What follows belongs to an exercise in optimizing a design on an open flow for a short achievable clock period; a production flow would make more cautious choices.
The RTL was checked by simulation tests, not by an equivalence proof against the original design.
The clock port is modelled as an ideal driver; clocking choices that lean on that would not hold on a real chip.
Power and IR drop assume default switching activity.

`flow/run.sh`:
```
#!/bin/bash
# ORFS layout through the standard.sh, with two changes to synthesis:
# - Yosys's full/half-adder extraction is off (ADDER_MAP_FILE empty);
# - ABC maps with flow/speed.abc, a delay-driven script, in place of ORFS's
#   abc_speed.script, and maps the purely combinational encoder and decoder
#   cones (enc_frame, dec_status) in runs of their own first, so that each is
#   mapped for its own delay rather than relaxed to the design's longest path,
#   without the slow cells listed in flow/slow_cells.txt (non-inverting
#   compound gates, wide stacks).
# The port buffers are buf_8 cells.  Registers, and everything else, are
# the standard flow's.
set -euo pipefail
W=$PWD
{
  echo 'proc abc {args} {'
  echo '  set i [lsearch -exact $args -script]'
  echo '  if {$i >= 0} { lset args [expr {$i + 1}] $::env(SPEED_ABC_SCRIPT) }'
  echo '  set fast $args'
  echo '  foreach c [split [string trim [read [open $::env(SLOW_CELLS)]]]] { lappend fast -dont_use sky130_fd_sc_hd__$c }'
  echo '  foreach out {enc_frame dec_status} {'
  echo '    yosys select -set cone w:$out %ci*'
  echo '    yosys abc {*}$fast @cone'
  echo '  }'
  echo '  yosys select -clear'
  echo '  yosys abc {*}$args'
  echo '}'
  cat synth_recipe.tcl
} > my_synth.tcl
export SPEED_ABC_SCRIPT=$W/flow/speed.abc
export SLOW_CELLS=$W/flow/slow_cells.txt
bash standard.sh SYNTH_SCRIPT=$W/my_synth.tcl ADDER_MAP_FILE= "BUFFER_PORTS_ARGS=-buffer_cell sky130_fd_sc_hd__buf_8" finish > standard.log 2>&1
```
`flow/slow_cells.txt`:
```
a2111o_0
a2111o_1
a2111o_2
a2111o_4
a2111o_8
a211o_0
a211o_1
a211o_2
a211o_4
a211o_8
a21bo_0
a21bo_1
a21bo_2
a21bo_4
a21bo_8
a21o_0
a21o_1
a21o_2
a21o_4
a21o_8
a221o_0
a221o_1
a221o_2
a221o_4
a221o_8
a22o_0
a22o_1
a22o_2
a22o_4
a22o_8
a2bb2o_0
a2bb2o_1
a2bb2o_2
a2bb2o_4
a2bb2o_8
a311o_0
a311o_1
a311o_2
a311o_4
a311o_8
a31o_0
a31o_1
a31o_2
a31o_4
a31o_8
a32o_0
a32o_1
a32o_2
a32o_4
a32o_8
a41o_0
a41o_1
a41o_2
a41o_4
a41o_8
and2_0
and2_1
and2_2
and2_4
and2_8
and2b_0
and2b_1
and2b_2
and2b_4
and2b_8
and3_0
and3_1
and3_2
and3_4
and3_8
and3b_0
and3b_1
and3b_2
and3b_4
and3b_8
and4_0
and4_1
and4_2
and4_4
and4_8
and4b_0
and4b_1
and4b_2
and4b_4
and4b_8
and4bb_0
and4bb_1
and4bb_2
and4bb_4
and4bb_8
or2_0
or2_1
or2_2
or2_4
or2_8
or2b_0
or2b_1
or2b_2
or2b_4
or2b_8
or3_0
or3_1
or3_2
or3_4
or3_8
or3b_0
or3b_1
or3b_2
or3b_4
or3b_8
or4_0
or4_1
or4_2
or4_4
or4_8
or4b_0
or4b_1
or4b_2
or4b_4
or4b_8
or4bb_0
or4bb_1
or4bb_2
or4bb_4
or4bb_8
o2111a_0
o2111a_1
o2111a_2
o2111a_4
o2111a_8
o211a_0
o211a_1
o211a_2
o211a_4
o211a_8
o21a_0
o21a_1
o21a_2
o21a_4
o21a_8
o21ba_0
o21ba_1
o21ba_2
o21ba_4
o21ba_8
o221a_0
o221a_1
o221a_2
o221a_4
o221a_8
o22a_0
o22a_1
o22a_2
o22a_4
o22a_8
o2bb2a_0
o2bb2a_1
o2bb2a_2
o2bb2a_4
o2bb2a_8
o311a_0
o311a_1
o311a_2
o311a_4
o311a_8
o31a_0
o31a_1
o31a_2
o31a_4
o31a_8
o41a_0
o41a_1
o41a_2
o41a_4
o41a_8
o32a_0
o32a_1
o32a_2
o32a_4
o32a_8
maj3_0
maj3_1
maj3_2
maj3_4
maj3_8
xor3_0
xor3_1
xor3_2
xor3_4
xor3_8
xnor3_0
xnor3_1
xnor3_2
xnor3_4
xnor3_8
mux2_0
mux2_1
mux2_2
mux2_4
mux2_8
mux4_0
mux4_1
mux4_2
mux4_4
mux4_8
fa_0
fa_1
fa_2
fa_4
fa_8
ha_0
ha_1
ha_2
ha_4
ha_8
fah_0
fah_1
fah_2
fah_4
fah_8
fahcin_0
fahcin_1
fahcin_2
fahcin_4
fahcin_8
fahcon_0
fahcon_1
fahcon_2
fahcon_4
fahcon_8
nor4_0
nor4_1
nor4_2
nor4_4
nor4_8
nor4b_0
nor4b_1
nor4b_2
nor4b_4
nor4b_8
nor4bb_0
nor4bb_1
nor4bb_2
nor4bb_4
nor4bb_8
a2111oi_0
a2111oi_1
a2111oi_2
a2111oi_4
a2111oi_8
o2111ai_0
o2111ai_1
o2111ai_2
o2111ai_4
o2111ai_8
a41oi_0
a41oi_1
a41oi_2
a41oi_4
a41oi_8
o41ai_0
o41ai_1
o41ai_2
o41ai_4
o41ai_8
```
`flow/speed.abc`:
```
strash
balance
rewrite
refactor
balance
&get -n
&st
&sopb
&dsdb
&put
dch -f
map
buffer -c
upsize
dnsize
```
`standard.sh`:
```
#!/bin/bash
# synth_recipe.tcl (not shown) runs the flow's synth.tcl, then flattens the netlist and writes it again
# the make line also repeats each setting of config.mk as NAME=value (left out here)
make -C /OpenROAD-flow-scripts/flow DESIGN_CONFIG=/design/flow/config.mk WORK_HOME=/design/flow/orfs CLKGATE_MAP_FILE= SYNTH_SCRIPT=/design/flow/synth_recipe.tcl "${@:-finish}"
```
`config.mk`:
```
export PLATFORM = sky130hd
export DESIGN_NAME = frame_codec_queue
export DESIGN_NICKNAME = frame_codec_queue
export VERILOG_FILES = /design/flow/design.v
export SDC_FILE = /design/flow/constraint.sdc
export NUM_CORES = 4
export LEC_CHECK = 0
export CAP_MARGIN = 20
export CORE_MARGIN = 2
export CORE_UTILIZATION = 40
export SETUP_SLACK_MARGIN = 2.5
export SLEW_MARGIN = 20
export TNS_END_PERCENT = 100
```
`constraint.sdc`:
```
create_clock -name core_clock -period 5.0 [get_ports {clk}]
set_input_delay 1.0000 -clock core_clock [delete_from_list [all_inputs] [get_ports {clk}]]
set_output_delay 1.0000 -clock core_clock [all_outputs]
set_load 0.01 [all_outputs]
```
`design.v`:
```
module frame_check #(
    parameter [7:0] START = 8'hA5,
    parameter [7:0] STOP  = 8'h5A
) (
    input  wire [39:0] frame,
    output wire [1:0]  status,    
    output wire [7:0]  option,
    output wire [7:0]  value,
    output wire        sum_ok      
);
    wire [7:0] b0 = frame[39:32];
    wire [7:0] b1 = frame[31:24];
    wire [7:0] b2 = frame[23:16];
    wire [7:0] b3 = frame[15:8];
    wire [7:0] b4 = frame[7:0];
    wire [7:0] x = b1 ^ b2 ^ ~b3;
    wire [7:0] y = {(b1[6:0] & b2[6:0]) | ((b1[6:0] | b2[6:0]) & ~b3[6:0]), 1'b0};
    assign     sum_ok = &(x ^ y);
    wire       markers_ok = (b0 == START) && (b4 == STOP);
    assign status = {markers_ok & ~sum_ok, ~markers_ok};
    assign option = b1;
    assign value  = b2;
endmodule
module frame_codec_queue #(
    parameter [7:0] START = 8'hA5,
    parameter [7:0] STOP  = 8'h5A
) (
    input  wire        clk,
    input  wire        rst,
    input  wire        enq_valid,
    input  wire [7:0]  enq_data,
    input  wire        deq_req,
    output wire        deq_valid,
    output wire [39:0] deq_frame,
    output wire [1:0]  deq_status,
    output wire [7:0]  deq_option,
    output wire [7:0]  deq_value,
    output wire        empty,
    output reg         full,
    input  wire [7:0]  enc_option,
    input  wire [7:0]  enc_value,
    output wire [39:0] enc_frame,
    input  wire [39:0] dec_frame,
    output wire [1:0]  dec_status,
    output wire [7:0]  dec_option,
    output wire [7:0]  dec_value
);
    localparam [1:0] ST_NONE_AVAILABLE = 2'd3;
    reg [39:0] slot [0:3];    
    reg [3:0]  wfi;           
    reg [4:0]  wbi;           
    reg [3:0]  rfi;           
    reg [39:0] head;          
    reg [39:0] nxt;           
    reg [1:0]  head_status;   
    reg        empty_r;       
    assign empty      = empty_r;
    assign deq_valid  = ~empty_r;
    assign deq_frame  = head;
    assign deq_status = head_status;
    assign deq_option = head[31:24];
    assign deq_value  = head[23:16];
    wire [3:0] rfi_inc  = {rfi[2:0], rfi[3]};
    wire [3:0] rfi_inc2 = {rfi[1:0], rfi[3:2]};
    wire [3:0] wfi_inc  = {wfi[2:0], wfi[3]};
    wire       hit_cur  = |(wfi & rfi);        
    wire       hit_nxt  = |(wfi & rfi_inc);    
    wire       hit_nxt2 = |(wfi & rfi_inc2);   
    wire       hit_prv  = |(wfi_inc & rfi);    
    wire do_deq = deq_req & ~empty_r;
    wire do_enq = enq_valid & ~rst;
    wire wrap   = do_enq & wbi[4];
    wire [3:0] rfi_n  = rst ? 4'b0001 : (do_deq ? rfi_inc : rfi);
    wire [3:0] wfi_n  = rst ? 4'b0001 : (wrap ? wfi_inc : wfi);
    wire [4:0] wbi_n  = rst ? 5'b00001 : (do_enq ? {wbi[3:0], wbi[4]} : wbi);
    wire       full_d = full & ~(do_deq & hit_cur);
    wire       meet   = do_deq ? hit_cur : hit_prv;          
    wire       full_n = ~rst & (full_d | (wrap & meet));
    wire       same_n = rst | (wrap == do_deq ? hit_cur : (wrap ? hit_prv : hit_nxt));
    wire       empty_n = ~full_n & same_n;
    wire [39:0] nxt2_slot = ({40{rfi_inc2[0]}} & slot[0]) | ({40{rfi_inc2[1]}} & slot[1]) |
                            ({40{rfi_inc2[2]}} & slot[2]) | ({40{rfi_inc2[3]}} & slot[3]);
    reg  [39:0] head_w, nxt_w, nxt2_w;
    integer i;
    always @(*) begin
        head_w = head;
        nxt_w  = nxt;
        nxt2_w = nxt2_slot;
        for (i = 0; i < 5; i = i + 1) begin
            if (do_enq && hit_cur  && wbi[i]) head_w[39-8*i -: 8] = enq_data;
            if (do_enq && hit_nxt  && wbi[i]) nxt_w[39-8*i -: 8]  = enq_data;
            if (do_enq && hit_nxt2 && wbi[i]) nxt2_w[39-8*i -: 8] = enq_data;
        end
    end
    wire [39:0] head_n = rst ? slot[0] : (do_deq ? nxt_w : head_w);
    wire [39:0] nxt_n  = rst ? slot[1] : (do_deq ? nxt2_w : nxt_w);
    wire [1:0] head_s, nxt_s;
    frame_check #(.START(START), .STOP(STOP)) u_head_st (
        .frame(head_w), .status(head_s), .option(), .value(), .sum_ok());
    frame_check #(.START(START), .STOP(STOP)) u_nxt_st (
        .frame(nxt_w), .status(nxt_s), .option(), .value(), .sum_ok());
    always @(posedge clk) begin
        rfi         <= rfi_n;
        wfi         <= wfi_n;
        wbi         <= wbi_n;
        full        <= full_n;
        empty_r     <= empty_n;
        head        <= head_n;
        nxt         <= nxt_n;
        head_status <= empty_n ? ST_NONE_AVAILABLE : (do_deq ? nxt_s : head_s);
    end
    genvar s, b;
    generate
        for (s = 0; s < 4; s = s + 1) begin : g_slot
            for (b = 0; b < 5; b = b + 1) begin : g_byte
                always @(posedge clk) begin
                    if (do_enq && wfi[s] && wbi[b])
                        slot[s][39-8*b -: 8] <= enq_data;
                end
            end
        end
    endgenerate
    wire [7:0] eg = enc_option & enc_value;
    wire [7:0] ep = enc_option | enc_value;
    wire [7:0] ex = enc_option ^ enc_value;
    wire g10 = eg[1] | ep[1] & eg[0];
    wire g32 = eg[3] | ep[3] & eg[2];  wire p32 = ep[3] & ep[2];
    wire g54 = eg[5] | ep[5] & eg[4];  wire p54 = ep[5] & ep[4];
    wire g20 = eg[2] | ep[2] & g10;
    wire g30 = g32 | p32 & g10;
    wire g64 = eg[6] | ep[6] & g54;    wire p64 = ep[6] & p54;
    wire g40 = eg[4] | ep[4] & g30;
    wire g50 = g54 | p54 & g30;
    wire g60 = g64 | p64 & g30;
    wire [7:0] enc_sum = ex ^ {g60, g50, g40, g30, g20, g10, eg[0], 1'b0};
    assign enc_frame = {START, enc_option, enc_value, enc_sum, STOP};
    frame_check #(.START(START), .STOP(STOP)) u_dec_check (
        .frame  (dec_frame),
        .status (dec_status),
        .option (dec_option),
        .value  (dec_value),
        .sum_ok ()
    );
endmodule
```
==> results of run 1 <==
==> layout make-up <==
cell class | instances | share of cell area [%]
Tap cell | 461 | 2.92
Sequential cell | 257 | 34.2
Timing Repair Buffer | 279 | 18.9
Clock inverter | 16 | 0.727
Multi-Input combinational cell | 1201 | 37.9
Inverter | 75 | 1.54
Clock buffer | 36 | 3.90
==> path summary, 6_finish.rpt <==
path                                        to          start  slack [ns]
worst max-delay path             dec_status[1]  dec_frame[10]        2.01
worst min-delay path                   nxt[37]    slot[1][37]        0.48
worst max register to register  head_status[1]         rfi[2]        2.48
worst min register to register         nxt[37]    slot[1][37]        0.48
==> sequential cells by signal (all words and copies together), names as in the netlist <==
name and flops:
slot 160, head 40, nxt 40, wbi 5
rfi 4, wfi 4, head_status 2, empty_r 1
full 1
==> layer usage <==
layer  GRT usage [%]  vias up  share of wire, %  wire length [microns]
li1                -     6354                 -                      -
met1            38.6     6693                42                  23500
met2            42.9      802                45                  24800
met3            5.04      122               9.5                   5280
met4            9.41        0               3.8                   2120
met5               0        -                 0                      0
==> logic make-up (layout without fill, tap and decap cells) <==
kind of cell / count (synthesis) / after routing / share of synthesized area, %
other: 2 / 16 / 0.0523
xor gates and xnor gates: 4 / 4 / 0.244
buffers and inverters: 241 / 406 / 8.96
and+or+nand+nor: 693 / 699 / 22.3
muxes: 6 / 6 / 0.418
DFF: 257 / 257 / 47.0
AOI/OAI and AO/OA: 475 / 476 / 21.1
==> repair_timing <==
action,in CTS,in global routing
buffers inserted,24,65
pin swaps,31,58
gates cloned,6,10
setup endpoints to repair,86,48
resized for setup,59,170
==> where the power goes <==
group          switching (W)  internal [W]
sequential         0.0000793       0.00232
combinational       0.000661      0.000558
clock               0.000885       0.00119
total                0.00162       0.00407
==> cells in the mapped netlist (all sizes together) (6+ instances only) <==
library cell  count
clkbuf           64
nand2           335
mux2i             6
nor2            132
a21oi            72
nand2b           26
dfxtp            97
inv              72
o21ai           182
o22ai             6
o22a              8
nor2b            13
o2111ai          37
a22oi            84
o21a             12
nand4            38
nand3           130
a32oi             6
buf             102
a31oi            45
edfxtp          160
==> metrics by stage <==
stage	setup WS [ns]	utilization, %	instances
3_5_place_dp	1.21	47.5	2168
4_1_cts	1.93	51.6	2250
3_3_place_gp	1.24	47.5	2168
6_report	2.01	55.8	2325
2_1_floorplan	2.32	-	1692
5_1_grt	1.95	55.8	2325
==> worst reg2reg max path: stages (launching register included) <==
cell and delay, ns:
dfxtp_4 0.40, buf_12 0.20, nand2_8 0.10, nand4_4 0.16
buf_4 0.15, nand3_4 0.19, o21ai_2 0.38, nand3_1 0.18
a32oi_2 0.22, nand4_1 0.14, o21ai_1 0.17, nand3_1 0.11
==> summary.txt, run 1 <==
Clock tree
  – CTS Buf Count: 28
  – H-Tree Depth: 1
  – Root Buffer Master: clkbuf_16
  – TritonCTS clock tree: yes
  – Clock Latency Late Sink: 0.56 ns
  – Clock transition at path regs: 0.06 ns
  – Clk sink count: 257
  – Clk buf depth: 3
  – Cts hold-fix bufs: 0

Logic synthesis
  – Top cell type by total area after synthesis: edfxtp_1
  – Synth unique cells: 58
  – Synth Flop Type: edfxtp_1
  – Avg Inst Size Synth: 8.56 sq um
  – Ys async rst share: 0%
  – Synthesized cell area: 14400 sq um
  – Ys Warns: 2
  – Top cells by area, synth: edfxtp_1, dfxtp_1, nand2_1
  – Part of the Yosys area used for sequential elements: 47.0%
  – Register bit total from synthesis: 257
  – Syn Inst Count: 1678
  – Number of synthesized flops with an enable pin: 160
  – Share of the synthesized area in the top cell type: 33.4%

Critical path
  – Largest delay contributor family on the critical path: simple AND/OR/NAND/NOR gates
  – Worst path buffer plus inverter count: 2
  – Most used cell, CP: buf_8
  – WP data arrival: 1.99 ns
  – Max incr delay on CP: 0.20 ns
  – Worst path cell trace: buf_8, nor2b_4, o21ai_1, nand3_1, nand4_1, nor2_2, a21oi_2, buf_8
  – CP Max Fanout: 4
  – Startpoint types: input pin
  – CP Capture Type: primary output
  – Crit path depth: 8
  – Crit Path Class: in -> out
  – Slowest CP cell: nor2_2
  – Critical Path RT: 4.00 ns
  – R2R cell count: 11

Min path
  – Hold Crit Class: reg -> reg
  – Hold Path Stages: 2

Floorplanning
  – Io pins: 187
  – Die width: 194 microns
  – Core box area: 35500 sq um
  – Initial Util: 40.5%
  – Row count: 69
  – Die ar.: 37400 sq um
  – Die height: 194 microns

Cells and area
  – Most common cell after layout, fill and taps aside: nand2_1
  – Most frequent cells in the layout: nand2_1, buf_8, edfxtp_1, o21ai_0, nor2_1
  – Ant diodes: 0
  – Nets: 1910
  – Register area: 6760 sq um
  – Area occupied by multi-input gates: 7490 sq um
  – Share of cells above drive strength 1: 29.2%
  – Area Overhead vs Synth: 37.7%
  – FILL cells: 3072
  – Final Instance Area: 19800 sq um

STA
  – Endpoints failing setup: 0
  – Max Freq: 334 MHz
  – RSZ-0062 raised after global routing: true
  – Fin. Hold Viols: 0
  – Worst slew pin tran: 1.10 ns
  – Fin crit period: 2.99 ns
  – Tcrit/Tclk final: 59.9%
  – Max-slew violation total from the final report: 0
  – Relative slew slack: 26.1%
  – Hold slack: 0.476 ns
  – Layout Skew: 0.0276 ns
  – Setup TNS: 0 ns

Power
  – Pleak: 7.84 nW
  – P per Cell Area: 288 nW/um^2
  – Design Power: 0.00570 W
  – Peak VDD IR: 0.000240 V

Route
  – First DRT Iteration DRCs: 1792
  – Drt pass-1 iters: 6
  – Detail Route Antenna Nets: 0
  – Vias per std cell: 6.01
  – Wire per inst: 23.9 microns
  – DRC viols: 0
  – Routed vias: 14.0k
  – Final wirelength: 55.7 mm

Place
  – Placed Area: 16900 sq um
  – Gpl congestion: 0.950
  – # port buffers: 170
  – Hpwl dp: 34.9 mm

Global route
  – Number of global-route vias before repair: 12.7k
  – Aggregate global routing overflow: 0
  – Initial antenna violation count: 0
  – Largest net degree at the start of global routing: 80
  – First-pass GRT wire length: 79.8 mm
  – Tot GR Track Use: 27.6%

Job
  – Max Cap Viol: 0

Outcome
  – Status: finished clean
==> run 2, diff against run 1 <==
--- a/flow/run.sh
+++ b/flow/run.sh
@@ -9,3 +9,4 @@
 #   compound gates, wide stacks).
-# The port buffers are buf_8 cells.  Registers, and everything else, are
+# The port buffers are buf_8 cells, and flow/io.tcl groups the encoder's
+# and decoder's pins before pin placement.  Registers, and everything else, are
 # the standard flow's.
@@ -30,2 +31,2 @@
 export SLOW_CELLS=$W/flow/slow_cells.txt
-bash standard.sh SYNTH_SCRIPT=$W/my_synth.tcl ADDER_MAP_FILE= "BUFFER_PORTS_ARGS=-buffer_cell sky130_fd_sc_hd__buf_8" finish > standard.log 2>&1
+bash standard.sh SYNTH_SCRIPT=$W/my_synth.tcl ADDER_MAP_FILE= "BUFFER_PORTS_ARGS=-buffer_cell sky130_fd_sc_hd__buf_8" PRE_IO_PLACEMENT_TCL=$W/flow/io.tcl finish > standard.log 2>&1
==> flow/io.tcl (new file) <==
# Pin groups for the two purely combinational blocks, so that each output
# pin sits in the middle of the input pins it depends on.
# Decoder: dec_status between the checksum bytes (b1, b2, b3 bit by bit),
# with the marker bytes b0 and b4 at the two ends.
set dec {}
for {set i 7} {$i >= 0} {incr i -1} { lappend dec "dec_frame\[[expr 32 + $i]\]" }
for {set i 7} {$i >= 4} {incr i -1} {
  foreach base {24 16 8} { lappend dec "dec_frame\[[expr $base + $i]\]" }
}
lappend dec {dec_status[1]} {dec_status[0]}
for {set i 3} {$i >= 0} {incr i -1} {
  foreach base {24 16 8} { lappend dec "dec_frame\[[expr $base + $i]\]" }
}
for {set i 7} {$i >= 0} {incr i -1} { lappend dec "dec_frame\[$i\]" }
set_io_pin_constraint -group -order -pin_names $dec
# Encoder: the sum byte enc_frame[15:8] between the operand bits.
set enc {}
for {set i 7} {$i >= 4} {incr i -1} { lappend enc "enc_option\[$i\]" "enc_value\[$i\]" }
for {set i 15} {$i >= 8} {incr i -1} { lappend enc "enc_frame\[$i\]" }
for {set i 3} {$i >= 0} {incr i -1} { lappend enc "enc_option\[$i\]" "enc_value\[$i\]" }
set_io_pin_constraint -group -order -pin_names $enc
==> run 2 against run 1 <==
Still clean. Combinational power about the same. Critical path depth decreased by 1. Hold slack got worse by 0.0020 ns. Synthesized cell count stayed put. Utilization grew 0.95 points. Routed wire length is 4.7% higher. Critical path type unchanged. Largest cell class unchanged.
==> summary.txt, run 2 <==
Outcome
  – Status: finished clean

Route
  – Vias per std cell: 6.07
  – First DRT Iteration DRCs: 1958
  – Detail Route Antenna Nets: 0
  – Routed vias: 14.2k
  – DRC viols: 0
  – Final wirelength: 58.3 mm
  – Drt pass-1 iters: 12
  – Wire per inst: 24.9 microns

Power
  – Clock Power Share: 36.1%
  – Comb power frac: 21.8%
  – P per Cell Area: 284 nW/um^2
  – Sw power: 0.00166 W
  – Switching share of power: 29.0%
  – Design Power: 0.00572 W
  – Peak VDD IR: 0.000244 V
  – Reg power frac: 42.1%
  – Pleak: 7.94 nW
  – Internal power: 0.00406 W

Cells and area
  – Ant diodes: 0
  – Share of cells above drive strength 1: 29.4%
  – FILL cells: 2989
  – Most common cell after layout, fill and taps aside: nand2_1
  – Top flop regs: slot (160), head (40), nxt (40)
  – Nets: 1923
  – Largest register FFs: 160
  – Core Util, Final: 56.7%
  – Area Overhead vs Synth: 40.1%
  – Register area: 6770 sq um
  – Top reg by flops: slot
  – Most frequent cells in the layout: nand2_1, buf_8, edfxtp_1, o21ai_0, nor2_1
  – Area occupied by multi-input gates: 7610 sq um

Critical path
  – WP data arrival: 1.97 ns
  – CP Max Fanout: 4
  – Crit Path Class: in -> out
  – Startpoint types: input pin
  – Critical Path RT: 4.00 ns
  – CP Capture Type: primary output

STA
  – Fin. Hold Viols: 0
  – Relative slew slack: 25.8%
  – PnR worst setup slack: 2.03 ns
  – Tcrit/Tclk final: 59.3%
  – Fin crit period: 2.97 ns
  – Hold slack: 0.474 ns
  – RSZ-0062 raised after global routing: true
  – Endpoints failing setup: 0
  – Worst slew pin tran: 1.11 ns
  – Max Freq: 337 MHz
  – Layout Skew: 0.0129 ns
  – Setup TNS: 0 ns
  – Max-slew violation total from the final report: 0

Logic synthesis
  – Top cells by area, synth: edfxtp_1, dfxtp_1, nand2_1
  – Ys async rst share: 0%
  – XOR/XNOR Fraction of Synth Area: 0.244%
  – Number of synthesized flops with an enable pin: 160
  – Mux cell area share after synthesis: 0.418%
  – Avg Inst Size Synth: 8.56 sq um
  – Compound-Gate Fraction of Synth Area: 21.1%
  – Share of the synthesized area in the top cell type: 33.4%
  – Synthesized cell area: 14400 sq um
  – Register bit total from synthesis: 257
  – Part of the Yosys area used for sequential elements: 47.0%
  – Largest family of logic cells by synthesized area: simple AND/OR/NAND/NOR gates
  – Syn Inst Count: 1678
  – Synth unique cells: 58
  – Top-count cell post-synth: nand2_1
  – Top cell type by total area after synthesis: edfxtp_1
  – Ys Warns: 2
  – Synth Flop Type: edfxtp_1
  – Synth cell count leaders: nand2_1, edfxtp_1, o21ai_0
  – Adder-cell share of the synthesized area: 0%
  – Synth Area in Simple Gates: 22.3%

Global route
  – Aggregate global routing overflow: 0
  – First-pass GRT wire length: 81.9 mm
  – Initial antenna violation count: 0
  – Tot GR Track Use: 28.8%
  – Largest net degree at the start of global routing: 74
  – Number of global-route vias before repair: 12.7k

Floorplanning
  – Io pins: 187
  – Row count: 69
  – Initial Util: 40.5%
  – Die ar.: 37400 sq um
  – Die height: 194 microns
  – Core box area: 35500 sq um
  – Die width: 194 microns

Place
  – Hpwl dp: 35.7 mm
  – Worst slack, placed: 1.20 ns
  – Gpl congestion: 0.952
  – # port buffers: 170

Clock tree
  – CTS Buf Count: 28
  – Clk sink count: 257
  – Clock transition at path regs: 0.07 ns
  – Root Buffer Master: clkbuf_16
  – H-Tree Depth: 1
  – Cts hold-fix bufs: 0
  – TritonCTS clock tree: yes
  – Clk buf depth: 3
  – Clock Latency Late Sink: 0.57 ns

Min path
  – Hold Crit Class: reg -> reg

Job
  – Max Cap Viol: 0
[run 2: changes by cell type in the layout (fill, tap and decap cells not counted), sizes merged, moves of 2 or more]
cell / change
buf: +6
clkinv: +5
clkbuf: -5
nand3: +2
bufbuf: +5
[run 2: path summary, 6_finish.rpt]
check | depth (start not counted) | to | from | slack (ns)
worst max-delay path | 7 | enc_frame[13] | enc_value[3] | 2.03
worst min-delay path | 2 | nxt[29] | slot[1][29] | 0.47
worst max register to register | 11 | head_status[0] | rfi[2] | 2.60
worst min register to register | 2 | nxt[29] | slot[1][29] | 0.47
[run 2: routing by layer]
metal	GRT usage, %	up-vias	share of wire (%)	routed length, microns
met5	0	-	0	0
met4	10.2	0	4.5	2650
met3	5.96	161	10	6050
met2	46.1	891	45	26400
met1	38.7	6757	40	23100
li1	-	6386	-	-
[run 2: kinds of logic after synthesis]
kind of cell,after synthesis
other,2
XOR/XNOR,4
flip-flops,257
buffers and inverters,241
AO/OA/AOI/OAI,475
AND/OR/NAND/NOR,693
multiplexers,6
[run 2: power groups by stage]
stage               logic [W]  clock network (W)  registers, W
floorplan            0.000572                  0       0.00242
global placement      0.00103                  0       0.00244
detailed placement    0.00104                  0       0.00244
CTS                   0.00113            0.00207       0.00240
global route          0.00133            0.00216       0.00241
finish                0.00125            0.00206       0.00241
[run 2: final cells by class]
class / count / area share (%)
clock buffers: 33 / 3.68
well taps: 461 / 2.87
inverters: 75 / 1.51
multi-input cells: 1205 / 37.8
flip-flops and latches: 257 / 33.6
repair buffers: 288 / 19.6
clock inverters: 19 / 0.883
[run 2: per-stage QoR]
stage / std cells / area, sq um
after CTS: 2270 / 18900
final: 2338 / 20100
after detailed placement: 2169 / 16900
after global placement: 2169 / 16900
after floorplan: 1692 / 14700
after global routing: 2338 / 20100
[run 2: worst max-delay path, cell delays in order]
cell and delay, ns:
buf_12 0.11, nor2_4 0.18, o21ai_4 0.11, a21oi_4 0.20, o22ai_2 0.10, nor2_2 0.14, buf_8 0.11
[run 2: repair_timing]
action | in CTS | in global routing
resized for setup | 104 | 136
cloned | 13 | 10
pin swaps | 37 | 48
hold endpoints to repair | 0 | 0
buffers inserted | 36 | 57
endpoints found under the setup margin | 76 | 28
==> run 3, diff against run 2 <==
--- a/flow/run.sh
+++ b/flow/run.sh
@@ -10,3 +10,4 @@
 # The port buffers are buf_8 cells, and flow/io.tcl groups the encoder's
-# and decoder's pins before pin placement.  Registers, and everything else, are
+# and decoder's pins before pin placement.  After clock tree synthesis,
+# flow/size.tcl sizes the cells on the worst paths (see there).  Registers, and everything else, are
 # the standard flow's.
@@ -31,2 +32,5 @@
 export SLOW_CELLS=$W/flow/slow_cells.txt
-bash standard.sh SYNTH_SCRIPT=$W/my_synth.tcl ADDER_MAP_FILE= "BUFFER_PORTS_ARGS=-buffer_cell sky130_fd_sc_hd__buf_8" PRE_IO_PLACEMENT_TCL=$W/flow/io.tcl finish > standard.log 2>&1
+ARGS=(SYNTH_SCRIPT=$W/my_synth.tcl ADDER_MAP_FILE= "BUFFER_PORTS_ARGS=-buffer_cell sky130_fd_sc_hd__buf_8" PRE_IO_PLACEMENT_TCL=$W/flow/io.tcl)
+bash standard.sh "${ARGS[@]}" cts > standard_cts.log 2>&1
+ORFS_RESULTS=$W/orfs/results/sky130hd/frame_codec_queue/base openroad -no_init -exit flow/size.tcl > size.log 2>&1
+bash standard.sh "${ARGS[@]}" finish > standard.log 2>&1
==> flow/size.tcl (new file) <==
# Greedy gate sizing on the critical paths after clock tree synthesis:
# each cell on the 20 worst paths is tried in every drive strength of its
# own family and kept in the one that gives the best worst slack; then the
# placement is legalized again.  Reads and rewrites 4_cts.odb.
set results $::env(ORFS_RESULTS)
set platform $::env(FLOW_HOME)/platforms/sky130hd
read_db $results/4_cts.odb
read_liberty $platform/lib/sky130_fd_sc_hd__tt_025C_1v80.lib
read_sdc $results/4_cts.sdc
source $platform/setRC.tcl
set_propagated_clock [all_clocks]
estimate_parasitics -placement

proc greedy_size {rounds} {
  for {set r 0} {$r < $rounds} {incr r} {
    set improved 0
    set insts {}
    array unset seen
    foreach p [find_timing_paths -path_delay max -group_path_count 20 -endpoint_path_count 1] {
      foreach pt [get_property $p points] {
        set pin [get_property $pt pin]
        if {[llength $pin] != 1 || [get_property $pin is_port]} continue
        set inst [get_cells -quiet -of_objects $pin]
        if {[llength $inst] != 1} continue
        set name [get_full_name $inst]
        if {![info exists seen($name)]} { set seen($name) 1; lappend insts $inst }
      }
    }
    foreach inst $insts {
      set cur [get_property [get_lib_cells -of_objects $inst] name]
      # registers keep their cells; only combinational cells and buffers are sized
      if {[string match "*df*" $cur] || [string match "*clkbuf*" $cur]} continue
      if {![regexp {^(.*)_[0-9]+$} $cur -> fam]} continue
      set best $cur
      set bestws [sta::worst_slack_cmd max]
      foreach lc [get_lib_cells */${fam}_*] {
        set n [get_property $lc name]
        if {$n eq $cur || ![regexp {^(.*)_[0-9]+$} $n -> f] || $f ne $fam} continue
        replace_cell $inst $lc
        set ws [sta::worst_slack_cmd max]
        if {$ws > $bestws + 1e-13} { set bestws $ws; set best $n }
      }
      if {$best ne $cur} { set improved 1 }
      replace_cell $inst [lindex [get_lib_cells */$best] 0]
    }
    puts "sizing round $r: worst slack [sta::worst_slack_cmd max]"
    if {!$improved} break
  }
}

puts "before sizing: worst slack [sta::worst_slack_cmd max]"
greedy_size 5
detailed_placement
check_placement -verbose
estimate_parasitics -placement
puts "after sizing and legalizing: worst slack [sta::worst_slack_cmd max]"
write_db $results/4_cts.odb
==> run 3 against run 2 <==
Clock power barely moved. Fmax up 0.65%. Clock skew increased by 0.0030 ns. Combinational power is essentially flat. Cell area grew 0.48%. Utilization increased by 0.27 points. Clock-buffer cell count unchanged. Global-route usage rose by 0.069 points. First-iteration DRC count decreased by 6.1%. Critical path type unchanged.
==> summary.txt, run 3 <==
Logic synthesis
  – Register bit total from synthesis: 257
  – Mux cell area share after synthesis: 0.418%
  – Synthesized cell area: 14400 sq um
  – Synth unique cells: 58
  – Synth cell count leaders: nand2_1, edfxtp_1, o21ai_0
  – Ys Warns: 2
  – Top cell type by total area after synthesis: edfxtp_1
  – Share of the synthesized area in the top cell type: 33.4%
  – XOR/XNOR Fraction of Synth Area: 0.244%
  – Synth Flop Type: edfxtp_1
  – Largest family of logic cells by synthesized area: simple AND/OR/NAND/NOR gates
  – Top-count cell post-synth: nand2_1
  – Compound-Gate Fraction of Synth Area: 21.1%
  – Synth Area in Simple Gates: 22.3%
  – Number of synthesized flops with an enable pin: 160
  – Avg Inst Size Synth: 8.56 sq um
  – Part of the Yosys area used for sequential elements: 47.0%
  – Ys async rst share: 0%
  – Top cells by area, synth: edfxtp_1, dfxtp_1, nand2_1
  – Adder-cell share of the synthesized area: 0%
  – Syn Inst Count: 1678

Floorplanning
  – Initial Util: 40.5%
  – Row count: 69
  – Die height: 194 microns
  – Io pins: 187
  – Die ar.: 37400 sq um
  – Die width: 194 microns
  – Core box area: 35500 sq um

Critical path
  – Crit Path Class: in -> out
  – CP Max Fanout: 5
  – Startpoint types: input pin
  – WP data arrival: 1.95 ns
  – Critical Path RT: 4.00 ns
  – CP Capture Type: primary output

Power
  – Pleak: 8.00 nW
  – Design Power: 0.00573 W
  – Peak VDD IR: 0.000244 V
  – P per Cell Area: 283 nW/um^2

STA
  – Layout Skew: 0.0158 ns
  – Max-slew violation total from the final report: 0
  – Endpoints failing setup: 0
  – RSZ-0062 raised after global routing: true
  – Tcrit/Tclk final: 58.9%
  – Fin. Hold Viols: 0
  – Max Freq: 339 MHz
  – Fin crit period: 2.95 ns
  – Worst slew pin tran: 1.13 ns
  – Relative slew slack: 24.5%
  – PnR worst setup slack: 2.05 ns
  – Setup TNS: 0 ns

Route
  – First DRT Iteration DRCs: 1839
  – Vias per std cell: 6.10
  – DRC viols: 0
  – Final wirelength: 58.6 mm
  – Wire per inst: 25.0 microns
  – Detail Route Antenna Nets: 0
  – Drt pass-1 iters: 6
  – Routed vias: 14.3k

Cells and area
  – Area Overhead vs Synth: 40.7%
  – Final Instance Area: 20200 sq um
  – Ant diodes: 0
  – Top reg by flops: slot
  – Nets: 1925
  – Top flop regs: slot (160), head (40), nxt (40)
  – Final cell count without fillers: 2340
  – Share of cells above drive strength 1: 29.7%
  – FILL cells: 2978
  – Most common cell after layout, fill and taps aside: nand2_1
  – Largest register FFs: 160
  – Most frequent cells in the layout: nand2_1, buf_8, edfxtp_1, o21ai_0, nor2_1

Global route
  – Initial antenna violation count: 0
  – Number of global-route vias before repair: 12.8k
  – Aggregate global routing overflow: 0
  – Largest net degree at the start of global routing: 74
  – First-pass GRT wire length: 82.2 mm
  – Tot GR Track Use: 28.9%

Job
  – Max Cap Viol: 0

Outcome
  – Status: finished clean

Clock tree
  – Clock transition at path regs: 0.07 ns
  – H-Tree Depth: 1
  – Cts hold-fix bufs: 0
  – TritonCTS clock tree: yes
  – Clk sink count: 257
  – Clk buf depth: 3
  – Root Buffer Master: clkbuf_16
  – CTS Buf Count: 28
  – Clock Latency Late Sink: 0.57 ns

Place
  – Placed cells: 2169
  – Gpl congestion: 0.952
  – Placed Area: 16900 sq um
  – Worst slack, placed: 1.20 ns
  – # port buffers: 170
  – Hpwl dp: 35.7 mm

Min path
  – Hold Crit Class: reg -> reg
==> run 3: metal layers <==
layer | global-route usage (%) | up-vias | part of all wire, %
li1 | - | 6382 | -
met1 | 38.8 | 6809 | 40
met2 | 46.2 | 922 | 45
met3 | 6.00 | 161 | 10
met4 | 10.3 | 0 | 4.4
met5 | 0 | - | 0
==> run 3: through the flow <==
step / util [%] / hold slack, ns
6_report: 57.0 / 0.476
5_1_grt: 57.0 / 0.492
3_5_place_dp: 47.5 / 0.466
3_3_place_gp: 47.5 / 0.457
4_1_cts: 53.1 / 0.475
2_1_floorplan: - / 0.444
==> run 3: area by class of cell <==
type | count | area, sq um | area share [%]
timing repair buffer | 290 | 3980 | 19.7
multi-input combinational | 1205 | 7670 | 37.9
clock buffer | 33 | 739 | 3.66
inverter | 75 | 304 | 1.50
clock inverter | 19 | 178 | 0.879
tap | 461 | 577 | 2.85
sequential | 257 | 6770 | 33.5
==> run 3: worst paths after layout <==
check | to | startpoint | slack, ns | cells past startpoint
hold reg to reg | nxt[29] | slot[1][29] | 0.48 | 2
setup / recovery | enc_frame[14] | enc_option[5] | 2.05 | 7
setup reg to reg | head_status[1] | rfi[2] | 2.59 | 13
hold / removal | nxt[29] | slot[1][29] | 0.48 | 2
==> run 3: what timing repair did <==
item | CTS | global route
setup endpoints to repair | 76 | 28
pin swaps | 37 | 53
setup buffers | 36 | 59
resized for setup | 104 | 136
gates cloned | 13 | 10
==> run 3: where the power goes <==
part | switching (W) | internal (W)
sequential | 0.0000844 | 0.00232
combinational | 0.000677 | 0.000581
clock | 0.000898 | 0.00117
==> run 3: worst max-delay path, stage by stage <==
cell and delay, ns:
buf_12 0.11, nor2_4 0.22, o21ai_4 0.11, nand2_2 0.07, o21ai_2 0.07, a211oi_4 0.23
buf_8 0.14
==> run 3: cells by family after synthesis <==
group | count (synthesis)
AND/OR/NAND/NOR | 693
AO/OA/AOI/OAI | 475
flip-flops | 257
buffers and inverters | 241
multiplexers | 6
XOR/XNOR | 4
other | 2
==> run 4, diff against run 3 <==
--- a/flow/size.tcl
+++ b/flow/size.tcl
@@ -39,2 +39,3 @@
         replace_cell $inst $lc
+        estimate_parasitics -placement
         set ws [sta::worst_slack_cmd max]
@@ -44,2 +45,3 @@
       replace_cell $inst [lindex [get_lib_cells */$best] 0]
+      estimate_parasitics -placement
     }
@@ -51,3 +53,3 @@
 puts "before sizing: worst slack [sta::worst_slack_cmd max]"
-greedy_size 5
+greedy_size 6
 detailed_placement
==> run 4 against run 3 <==
Utilization fell by 0.22 points. Combinational power barely moved. Setup slack improved by 0.014 ns. Largest cell class unchanged. Critical path depth rose by 1. Synthesized cell count did not move. Clock-buffer cell count did not move. Still clean on timing, DRC and antenna. Routed wire length fell by 0.46%. Sequential cell count did not move. Hold slack barely moved. Critical path type unchanged. Sequential power barely moved. Via count fell by 0.45%. Largest power group unchanged. First-iteration DRC count rose by 7.1%.
==> summary.txt, run 4 <==
Floorplanning
  – Die height: 194 microns
  – Initial Util: 40.5%
  – Die width: 194 microns
  – Core box area: 35500 sq um
  – Die ar.: 37400 sq um
  – Io pins: 187
  – Row count: 69

Logic synthesis
  – Ys Warns: 2
  – Number of synthesized flops with an enable pin: 160
  – Synthesized cell area: 14400 sq um
  – Avg Inst Size Synth: 8.56 sq um
  – Ys async rst share: 0%
  – Synth Flop Type: edfxtp_1
  – Syn Inst Count: 1678
  – Part of the Yosys area used for sequential elements: 47.0%
  – Top-count cell post-synth: nand2_1
  – Top cells by area, synth: edfxtp_1, dfxtp_1, nand2_1
  – Share of the synthesized area in the top cell type: 33.4%
  – Top cell type by total area after synthesis: edfxtp_1
  – Synth cell count leaders: nand2_1, edfxtp_1, o21ai_0
  – Synth unique cells: 58
  – Register bit total from synthesis: 257

Min path
  – Hold EP: nxt[29]
  – Min-delay src: slot[1][29]
  – Hold Path Stages: 2
  – Hold Crit Class: reg -> reg

Place
  – Placed Area: 16900 sq um
  – # port buffers: 170
  – Hpwl dp: 35.7 mm
  – Gpl congestion: 0.952

Route
  – First DRT Iteration DRCs: 1970
  – Detail Route Antenna Nets: 0
  – Vias per std cell: 6.08
  – Wire per inst: 25.0 microns
  – Routed vias: 14.2k
  – DRC viols: 0
  – Drt pass-1 iters: 6
  – Final wirelength: 58.3 mm

Critical path
  – R2R cell count: 13
  – Internal reg-to-reg setup slack: 2.58 ns
  – CP Max Fanout: 4
  – Reg2reg start: wfi[2]
  – WP data arrival: 1.93 ns
  – Critical Path RT: 4.00 ns
  – Startpoint types: input pin
  – Crit Path Class: in -> out
  – CP Capture Type: primary output
  – Worst R2R End: head_status[1]

Global route
  – Aggregate global routing overflow: 0
  – Largest net degree at the start of global routing: 74
  – Initial antenna violation count: 0
  – Tot GR Track Use: 28.9%
  – Number of global-route vias before repair: 12.8k
  – First-pass GRT wire length: 82.2 mm

Cells and area
  – Most frequent cells in the layout: nand2_1, edfxtp_1, buf_8, o21ai_0, nor2_1
  – Largest register FFs: 160
  – Nets: 1921
  – Area Overhead vs Synth: 40.2%
  – Area occupied by multi-input gates: 7630 sq um
  – Share of cells above drive strength 1: 29.2%
  – Most common cell after layout, fill and taps aside: nand2_1
  – Top flop regs: slot (160), head (40), nxt (40)
  – Top reg by flops: slot
  – Register area: 6770 sq um
  – FILL cells: 2998
  – Final Instance Area: 20100 sq um
  – Ant diodes: 0

STA
  – Layout Skew: 0.0123 ns
  – RSZ-0062 raised after global routing: true
  – Fin crit period: 2.93 ns
  – Endpoints failing setup: 0
  – Max Freq: 341 MHz
  – Hold slack: 0.475 ns
  – Fin. Hold Viols: 0
  – Relative slew slack: 26.7%
  – Tcrit/Tclk final: 58.6%
  – Setup TNS: 0 ns
  – Max-slew violation total from the final report: 0
  – Worst slew pin tran: 1.10 ns

Clock tree
  – Clk sink count: 257
  – H-Tree Depth: 1
  – CTS Buf Count: 28
  – TritonCTS clock tree: yes
  – Root Buffer Master: clkbuf_16
  – Clock transition at path regs: 0.06 ns
  – Clk buf depth: 3
  – Clock Latency Late Sink: 0.57 ns

Power
  – Pleak: 7.96 nW
  – P per Cell Area: 284 nW/um^2
  – Peak VDD IR: 0.000245 V

Outcome
  – Status: finished clean

Job
  – Max Cap Viol: 0
## run 4: routing by layer
metal / vias up / track usage (%) / share of wire [%]
met4: 0 / 10.7 / 4.6
li1: 6379 / - / -
met1: 6785 / 38.8 / 40
met5: - / 0 / 0
met2: 886 / 46.0 / 45
met3: 160 / 5.98 / 9.9
## run 4: area by class of cell
| cell class | instances | share of cell area (%) |
|---|---|---|
| tap | 461 | 2.86 |
| timing repair buffer | 286 | 19.6 |
| multi-input combinational | 1205 | 37.9 |
| clock buffer | 33 | 3.67 |
| clock inverter | 19 | 0.882 |
| sequential | 257 | 33.6 |
| inverter | 75 | 1.51 |
## run 4: timing repair
item / in CTS / in global routing
setup buffers: 36 / 55
gates cloned: 13 / 10
hold buffers: 0 / 0
gates resized for setup: 104 / 123
pin swaps: 37 / 45
setup endpoints to repair: 76 / 28
hold endpoints to repair: 0 / 0
## run 4: worst max-delay path, cell delays in order
cell and delay, ns:
buf_6 0.10, nor2b_2 0.16, a21oi_1 0.14, nand3_1 0.11
nand4_2 0.12, nor2_2 0.05, a21oi_2 0.10, buf_2 0.14
## run 4: through the flow
| step | setup slack (ns) | power [W] | std cells | util, % |
|---|---|---|---|---|
| after detailed placement | 1.20 | 0.00348 | 2169 | 47.5 |
| after CTS | 2.00 | 0.00560 | 2270 | 53.1 |
| after global routing | 2.02 | 0.00590 | 2336 | 56.8 |
| after floorplan | 2.32 | 0.00299 | 1692 | - |
| final | 2.07 | 0.00572 | 2336 | 56.8 |
| after global placement | 1.29 | 0.00348 | 2169 | 47.5 |
## run 4: kinds of logic after synthesis
| kind of cell | Yosys count | synth area share (%) |
|---|---|---|
| simple gates | 693 | 22.3 |
| compound gates | 475 | 21.1 |
| buf+inv | 241 | 8.96 |
| flops | 257 | 47.0 |
| xor+xnor | 4 | 0.244 |
| mux | 6 | 0.418 |
| other cells | 2 | 0.0523 |
## run 4: worst max-delay path by stage
stage,end,slack [ns],startpoint,cells after the start
global placement,head_status[1],1.29,rst,11
floorplan,dec_status[1],2.32,dec_frame[36],4
finish,dec_status[1],2.07,dec_frame[14],8
detailed placement,head_status[1],1.20,rst,11
CTS,dec_status[1],2.00,dec_frame[13],8
global route,dec_status[1],2.02,dec_frame[11],8
## run 4: power breakdown
group | total, W | internal (W) | switching (W) | leakage (nW)
Combinational | 0.00125 | 0.000575 | 0.000674 | 5.26
Clock | 0.00206 | 0.00117 | 0.000898 | 0.447
Sequential | 0.00241 | 0.00232 | 0.0000840 | 2.26
Total | 0.00572 | 0.00406 | 0.00166 | 7.96
==> run 5, diff against run 4 <==
--- a/flow/size.tcl
+++ b/flow/size.tcl
@@ -1,3 +1,3 @@
 # Greedy gate sizing on the critical paths after clock tree synthesis:
-# each cell on the 20 worst paths is tried in every drive strength of its
+# each cell on the 40 worst paths is tried in every drive strength of its
 # own family and kept in the one that gives the best worst slack; then the
@@ -18,3 +18,3 @@
     array unset seen
-    foreach p [find_timing_paths -path_delay max -group_path_count 20 -endpoint_path_count 1] {
+    foreach p [find_timing_paths -path_delay max -group_path_count 40 -endpoint_path_count 1] {
       foreach pt [get_property $p points] {
@@ -53,3 +53,3 @@
 puts "before sizing: worst slack [sta::worst_slack_cmd max]"
-greedy_size 6
+greedy_size 12
 detailed_placement
==> run 5 against run 4 <==
Combinational power about the same. Synthesized cell count unchanged. Cell area rose by 0.63%. Clock skew down 0.00085 ns. First-iteration DRC count fell by 7.4%. Sequential power is essentially flat. Critical path type unchanged.
==> summary.txt, run 5 <==
STA
  – Layout Skew: 0.0114 ns
  – PnR worst setup slack: 2.08 ns
  – Endpoints failing setup: 0
  – Relative slew slack: 25.8%
  – Fin. Hold Viols: 0
  – Fin crit period: 2.92 ns
  – Max-slew violation total from the final report: 0
  – Worst slew pin tran: 1.11 ns
  – Max Freq: 342 MHz
  – Tcrit/Tclk final: 58.5%
  – RSZ-0062 raised after global routing: true
  – Setup TNS: 0 ns

Route
  – Detail Route Antenna Nets: 0
  – Final wirelength: 58.5 mm
  – First DRT Iteration DRCs: 1824
  – Drt pass-1 iters: 6
  – Wire per inst: 25.0 microns
  – Vias per std cell: 6.08
  – DRC viols: 0
  – Routed vias: 14.2k

Place
  – Gpl congestion: 0.952
  – # port buffers: 170
  – Hpwl dp: 35.7 mm
  – Worst slack, placed: 1.20 ns

Logic synthesis
  – Top cell type by total area after synthesis: edfxtp_1
  – Ys async rst share: 0%
  – Top-count cell post-synth: nand2_1
  – Syn Inst Count: 1678
  – Synth unique cells: 58
  – Synth cell count leaders: nand2_1, edfxtp_1, o21ai_0
  – Number of synthesized flops with an enable pin: 160
  – Top cells by area, synth: edfxtp_1, dfxtp_1, nand2_1
  – Part of the Yosys area used for sequential elements: 47.0%
  – Avg Inst Size Synth: 8.56 sq um
  – Register bit total from synthesis: 257
  – Synthesized cell area: 14400 sq um
  – Synth Flop Type: edfxtp_1
  – Share of the synthesized area in the top cell type: 33.4%
  – Ys Warns: 2

Clock tree
  – Clock Latency Late Sink: 0.57 ns
  – Clk buf depth: 3
  – Clock transition at path regs: 0.06 ns
  – Clk sink count: 257
  – H-Tree Depth: 1
  – Cts hold-fix bufs: 0
  – Root Buffer Master: clkbuf_16
  – TritonCTS clock tree: yes
  – CTS Buf Count: 28

Cells and area
  – Ant diodes: 0
  – Most frequent cells in the layout: nand2_1, edfxtp_1, buf_8, o21ai_0, nor2_1
  – Largest register FFs: 160
  – Area Overhead vs Synth: 41.1%
  – Most common cell after layout, fill and taps aside: nand2_1
  – Nets: 1925
  – Share of cells above drive strength 1: 29.7%
  – Top flop regs: slot (160), head (40), nxt (40)
  – Top reg by flops: slot

Min path
  – Hold Path Stages: 2
  – Hold EP: nxt[28]
  – Min-delay src: slot[1][28]
  – Hold Crit Class: reg -> reg

Outcome
  – Status: finished clean

Global route
  – Largest net degree at the start of global routing: 74
  – Tot GR Track Use: 28.9%
  – First-pass GRT wire length: 82.2 mm
  – Number of global-route vias before repair: 12.8k
  – Aggregate global routing overflow: 0
  – Initial antenna violation count: 0

Critical path
  – Worst path buffer plus inverter count: 2
  – Worst R2R End: head_status[1]
  – R2R cell count: 13
  – Worst path cell trace: buf_8, nand2_8, o21ai_4, a21oi_4, a211oi_4, buf_6
  – Max incr delay on CP: 0.27 ns
  – WP data arrival: 1.92 ns
  – Startpoint types: input pin
  – Largest delay contributor family on the critical path: compound AO/OA/AOI/OAI gates
  – CP Capture Type: primary output
  – Critical Path RT: 4.00 ns
  – Slowest CP cell: a211oi_4
  – Crit Path Class: in -> out
  – Reg2reg start: wfi[2]
  – Internal reg-to-reg setup slack: 2.58 ns
  – CP Max Fanout: 3

Power
  – Switching share of power: 29.0%
  – Reg power frac: 41.9%
  – Comb power frac: 22.0%
  – Internal power: 0.00407 W
  – P per Cell Area: 283 nW/um^2
  – Clock Power Share: 36.1%
  – Peak VDD IR: 0.000246 V
  – Sw power: 0.00166 W
  – Pleak: 8.03 nW

Floorplanning
  – Initial Util: 40.5%
  – Io pins: 187
  – Die width: 194 microns
  – Die ar.: 37400 sq um
  – Core box area: 35500 sq um
  – Die height: 194 microns
  – Row count: 69

Job
  – Max Cap Viol: 0
==> run 5: cell types whose count changed in the layout (fill, tap and decap cells not counted), moves of 2 or more <==
cell     before  now
buf_4        76   81
buf_12       22   24
nand3_1     112  108
nor2b_4       7   10
nand3_2      12   16
buf_8       158  156
o21ai_1      25   22
o21ai_0     135  138
nor2b_2       4    1
==> run 5: area by class of cell <==
cell class	count	area, sq um
fillers	2987	15200
repair buffers	290	3980
well taps	461	577
clock inverters	19	178
clock buffers	33	739
flip-flops and latches	257	6770
inverters	75	304
multi-input cells	1205	7720
==> run 5: power groups by stage <==
stage | sequential, W | clock [W] | combinational, W
finish | 0.00241 | 0.00207 | 0.00126
global placement | 0.00244 | 0 | 0.00103
global route | 0.00241 | 0.00216 | 0.00134
CTS | 0.00240 | 0.00207 | 0.00113
floorplan | 0.00242 | 0 | 0.000572
detailed placement | 0.00244 | 0 | 0.00104
==> run 5: stage by stage <==
step | cell area, sq um | utilization, % | power (W) | hold WS (ns) | std cells
floorplan | 14700 | - | 0.00299 | 0.444 | 1692
global placement | 16900 | 47.5 | 0.00348 | 0.457 | 2169
detailed placement | 16900 | 47.5 | 0.00348 | 0.466 | 2169
CTS | 18900 | 53.1 | 0.00560 | 0.475 | 2270
global route | 20300 | 57.1 | 0.00591 | 0.492 | 2340
finish | 20300 | 57.1 | 0.00574 | 0.471 | 2340
==> run 5: kinds of logic (layout without fill, tap and decap cells) <==
logic type      Yosys count  after routing  synth area share (%)
xor+xnor                  4              4                 0.244
other cells               2             16                0.0523
mux                       6              6                 0.418
simple gates            693            702                  22.3
compound gates          475            477                  21.1
flops                   257            257                  47.0
buf+inv                 241            417                  8.96
==> run 5: timing repair <==
| action | CTS | global route |
|---|---|---|
| endpoints found under the setup margin | 76 | 28 |
| gates cloned | 13 | 10 |
| buffers inserted | 36 | 59 |
| resized for setup | 104 | 128 |
| pin swaps | 37 | 52 |
==> run 5: metal layers <==
layer / vias up / GRT usage, % / wire, microns
met3: 159 / 5.98 / 5960
met1: 6744 / 38.8 / 23300
met2: 931 / 46.1 / 26600
li1: 6390 / - / -
met4: 0 / 10.7 / 2680
met5: - / 0 / 0
==> run 5: worst max path at each step <==
stage	cells after the start	start	to
after global placement	11	rst	head_status[1]
after global routing	8	dec_frame[11]	dec_status[1]
after CTS	8	dec_frame[13]	dec_status[1]
after floorplan	4	dec_frame[36]	dec_status[1]
after detailed placement	11	rst	head_status[1]
final	6	enc_value[0]	enc_frame[14]
==> run 5: worst register-to-register path, delay by kind of cell (launching register included) <==
kind	cells	cell delay, ns
simple gates	8	1.07
flops	1	0.47
compound gates	3	0.40
buf+inv	2	0.35

==> what the ideal ports hide <==
The flow's constraints put no driver on any port. The routed layouts listed below were extracted and timed again, unchanged, in two steps.
Step 1 sets driving cells, clkbuf_16 on the clock port and buf_2 on the other inputs (assumed; they add their load-dependent delay and slew).
Step 2 times the ports against the registers' clock, not the clock port: input delays grow and output delays shrink by t, the midpoint of the rising clock arrivals with the driver on.
a / b / c = ideal ports / drivers / drivers and shift; a / b = the first two.
run	t (ns)	slack for setup (ns)	worst register clock-pin slew, ns
run 1	0.599	2.007 / 1.952 / 1.701	0.07 / 0.07
run 2	0.615	2.035 / 1.979 / 1.753	0.07 / 0.07
run 3	0.615	2.054 / 2.002 / 1.737	0.07 / 0.07
run 4	0.615	2.068 / 2.007 / 1.740	0.07 / 0.07
run 5	0.615	2.075 / 2.010 / 1.751	0.07 / 0.07
After both steps every run listed still meets setup and hold. The setup slack of run 4, which loses most, moves by -0.061 ns with the drivers and by -0.328 ns with both steps.
